This design comes from an exercise in tuning for small area on the open sky130 flow, not from production work.
Only simulation tests tie the RTL to the original design; equivalence was not proved.
No activity file was given, so power comes from the tool's default toggle rates.

## esp_frame_rx
module esp_frame_rx (
    input  wire        clk,
    input  wire        rst,
    input  wire        cmd_valid,
    output wire        cmd_ready,
    input  wire [7:0]  cmd_op,
    input  wire [15:0] cmd_n,
    output reg         rsp_valid,
    output reg  [2:0]  rsp_tag,
    output wire [3:0]  rsp_code,
    output reg  [8:0]  rsp_a,
    output reg  [7:0]  rsp_b,
    input  wire [6:0]  rd_idx,
    output wire [7:0]  rd_data,
    output wire        src_rd,
    input  wire [1:0]  src_stat,
    input  wire [7:0]  src_data
);
    localparam [7:0] DS = 8'hA5;
    localparam [7:0] DE = 8'h5A;
    localparam [7:0] OP_BUFFER = 8'h01;
    localparam [7:0] OP_PEEK   = 8'h02;
    localparam [7:0] OP_SLICE  = 8'h03;
    localparam [7:0] OP_DRAIN  = 8'h04;
    localparam [7:0] OP_RECV   = 8'h12;
    localparam [2:0] T_READY  = 3'd0;
    localparam [2:0] T_WBLOCK = 3'd1;
    localparam [2:0] T_ERR    = 3'd2;
    localparam [2:0] T_FAULT  = 3'd3;
    localparam [2:0] T_REFUSE = 3'd4;
    localparam [1:0] C_EARLY_END   = 2'd0;
    localparam [1:0] C_CRC         = 2'd1;
    localparam [1:0] C_MISSING_END = 2'd2;
    localparam [1:0] C_TRANSPORT   = 2'd3;
    localparam [2:0] S_IDLE  = 3'd0;
    localparam [2:0] S_BUF   = 3'd1;    
    localparam [2:0] S_PEEK  = 3'd2;    
    localparam [2:0] S_SCAN  = 3'd3;    
    localparam [2:0] S_BODY  = 3'd4;    
    localparam [2:0] S_END   = 3'd5;    
    localparam [2:0] S_DROP  = 3'd6;    
    localparam [2:0] S_DRAIN = 3'd7;    
    reg  [1023:0] ring;
    wire [7:0]    tap = ring[1023:1016];
    reg [6:0] ptr;        
    reg [7:0] count;
    reg [6:0] roff;       
    reg       faulted;
    reg [2:0] state;
    reg [1:0] rsp_code_lo;
    assign rsp_code = {2'b01, rsp_code_lo};
    function [8:0] add8;
        input [7:0] x;
        input [7:0] y;
        input       ci;
        integer k;
        reg c;
        begin
            c = ci;
            for (k = 0; k < 8; k = k + 1) begin
                add8[k] = x[k] ^ y[k] ^ c;
                c = (x[k] & y[k]) | (c & (x[k] ^ y[k]));
            end
            add8[8] = c;
        end
    endfunction
    function [6:0] add7;
        input [6:0] x;
        input [6:0] y;
        input       ci;
        integer k;
        reg c;
  ...
Size: about 2200 cells after synthesis, ~1100 flip-flops, roughly 79 I/O pins.
export LEC_CHECK = 0
export CAP_MARGIN = 20
export CORE_MARGIN = 2
export CORE_UTILIZATION = 65
export PLACE_DENSITY = 0.75
export SLEW_MARGIN = 20
export SYNTH_HIERARCHICAL = 1
export SYNTH_MINIMUM_KEEP_SIZE = 0
create_clock -name core_clock -period 12.0 [get_ports {clk}]
standard.sh (not shown) runs the stock make flow with config.mk's settings and CLKGATE_MAP_FILE= SYNTH_SCRIPT=/design/flow/synth_recipe.tcl, a recipe that flattens the netlist after the stock synthesis.
==> flow/flow/run.sh <==
#!/bin/bash
# Own flow: the standard layout (standard.sh: the standard synthesis script
# and the ORFS steps to finish) with three options changed:
#  - synthesis maps logic with an area-oriented ABC script (flow/abc_map.script)
#    in place of ORFS's abc_speed.script, which ends with buffering and
#    upsizing; everything else in synthesis, the flip-flops included, is as
#    in the standard synthesis;
#  - port buffers use the smallest buffer cell;
#  - clock tree synthesis uses sink clusters of clkbuf_8 and no dummy loads.
# Each tool's full output stays in the ORFS logs under orfs/logs; make's own
# output goes to layout.log.
set -euo pipefail
here=$(pwd)
mkdir -p scripts
cp -r "$FLOW_HOME/scripts/." scripts/
cp flow/abc_map.script scripts/abc_speed.script
export SCRIPTS_DIR="$here/scripts"
export BUFFER_PORTS_ARGS="-buffer_cell sky130_fd_sc_hd__buf_1"
export CTS_ARGS="-sink_clustering_enable -repair_clock_nets -dont_use_dummy_load -buf_list sky130_fd_sc_hd__clkbuf_8 -sink_clustering_size 18 -sink_clustering_max_diameter 60"
bash standard.sh > layout.log 2>&1
==> flow/flow/abc_map.script <==
&get -n
&st
&syn2
&dch
&nf
&st
&syn2
&dch
&nf
&put
The first run completed without violations.
Rerun with:
--- a/flow/flow/run.sh
+++ b/flow/flow/run.sh
@@ -8,3 +8,3 @@
 #  - port buffers use the smallest buffer cell;
-#  - clock tree synthesis uses sink clusters of clkbuf_8 and no dummy loads.
+#  - clock tree synthesis uses sink clusters of clkbuf_16 and no dummy loads.
 # Each tool's full output stays in the ORFS logs under orfs/logs; make's own
@@ -18,3 +18,3 @@
 export BUFFER_PORTS_ARGS="-buffer_cell sky130_fd_sc_hd__buf_1"
-export CTS_ARGS="-sink_clustering_enable -repair_clock_nets -dont_use_dummy_load -buf_list sky130_fd_sc_hd__clkbuf_8 -sink_clustering_size 18 -sink_clustering_max_diameter 60"
+export CTS_ARGS="-sink_clustering_enable -repair_clock_nets -dont_use_dummy_load -buf_list sky130_fd_sc_hd__clkbuf_16 -sink_clustering_size 32 -sink_clustering_max_diameter 60"
 bash standard.sh > layout.log 2>&1
Settings changed: CORE_UTILIZATION 65 to 50, PLACE_DENSITY 0.75 to 0.65.
Worst hold slack degrades by 0.030 ns.
Clock skew grows by 0.028 ns.
Core utilization is lower by 15 points.
Total power grows by 3.6%.
Sequential cell count does not change.
Global-route usage goes down by 6.6 points.
Rerun with:
--- a/flow/flow/run.sh
+++ b/flow/flow/run.sh
@@ -8,3 +8,3 @@
 #  - port buffers use the smallest buffer cell;
-#  - clock tree synthesis uses sink clusters of clkbuf_16 and no dummy loads.
+#  - clock tree synthesis uses sink clusters of clkbuf_8 and no dummy loads.
 # Each tool's full output stays in the ORFS logs under orfs/logs; make's own
@@ -18,3 +18,3 @@
 export BUFFER_PORTS_ARGS="-buffer_cell sky130_fd_sc_hd__buf_1"
-export CTS_ARGS="-sink_clustering_enable -repair_clock_nets -dont_use_dummy_load -buf_list sky130_fd_sc_hd__clkbuf_16 -sink_clustering_size 32 -sink_clustering_max_diameter 60"
+export CTS_ARGS="-sink_clustering_enable -repair_clock_nets -dont_use_dummy_load -buf_list sky130_fd_sc_hd__clkbuf_8 -sink_clustering_size 20 -sink_clustering_max_diameter 45"
 bash standard.sh > layout.log 2>&1
Settings changed: CORE_UTILIZATION 50 to 65, PLACE_DENSITY 0.65 to 0.75.
First-iteration DRC count drops by 0.70%; via count climbs by 1.6%; register-to-register slack gets better by 0.18 ns; cell area drops by 1.1%; maximum frequency climbs by 0.79%; worst setup slack gets better by 0.085 ns; wire length drops by 0.92%; count of clock-buffer cells in the layout climbs by 32; cell count drops by 4.6%; global-route usage climbs by 6.8 points.
Rerun with:
==> flow/run.sh (new file) <==
#!/bin/bash
# synth_recipe.tcl (not shown) runs the flow's synth.tcl, then flattens the netlist and writes it again
# the make line also repeats each setting of config.mk as NAME=value (left out here)
make -C /OpenROAD-flow-scripts/flow DESIGN_CONFIG=/design/flow/config.mk WORK_HOME=/design/flow/orfs CLKGATE_MAP_FILE= SYNTH_SCRIPT=/design/flow/synth_recipe.tcl finish
Settings changed: CORE_UTILIZATION 65 to 50, CTS_BUF_LIST from default to sky130_fd_sc_hd__clkbuf_16, CTS_CLUSTER_DIAMETER from default to 60, CTS_CLUSTER_SIZE from default to 24, PLACE_DENSITY 0.75 to 0.65.
removed: flow/flow/run.sh
removed: flow/flow/abc_map.script
removed: flow/standard.sh
Effect:
- cell count is higher by 6.3%
- setup slack degrades by 0.32 ns
- combinational power is higher by about 7%
- wire length is higher by 9.5%
- non-clock buffer count is higher by 5
- sequential power hardly moves
- utilization is lower by 14 points

## what the ideal ports hide
The flow's constraints put no driver on any port. The routed layouts listed below were extracted and timed again, unchanged, in two steps.
Step 1 (the two cells are an assumption about what drives the block):
set clk [get_ports {clk}]
set_driving_cell -lib_cell sky130_fd_sc_hd__clkbuf_16 $clk
set_driving_cell -lib_cell sky130_fd_sc_hd__buf_2 [delete_from_list [all_inputs] $clk]
Step 2 adds t to the input delays and takes it off the output delays; t is the mean of the earliest and latest rising clock arrival at the registers after step 1. Input paths then give back, and output paths get back, about the clock's delay inside the block.
Slacks: no drivers / after step 1 / after step 2; pairs: no drivers / after step 1.
run	t (ns)	slack for setup (ns)	hold slack, ns	latest minus earliest clock arrival (ns)	cell pins on the clock port's net
the first run	0.690	1.249 / 1.226 / 1.226	0.311 / 0.311 / 0.311	0.090 / 0.090	1
the second run	0.656	1.158 / 1.131 / 1.131	0.281 / 0.281 / 0.281	0.112 / 0.112	1
the third run	0.717	1.243 / 1.220 / 1.220	0.297 / 0.297 / 0.297	0.100 / 0.100	1
the fourth run	0.706	0.921 / 0.896 / 0.896	0.340 / 0.340 / 0.340	0.032 / 0.031	1
After both steps setup and hold are still met in every run listed. For the second run, which loses most, drivers alone change the setup slack by -0.027 ns; drivers and shift together by -0.027 ns.
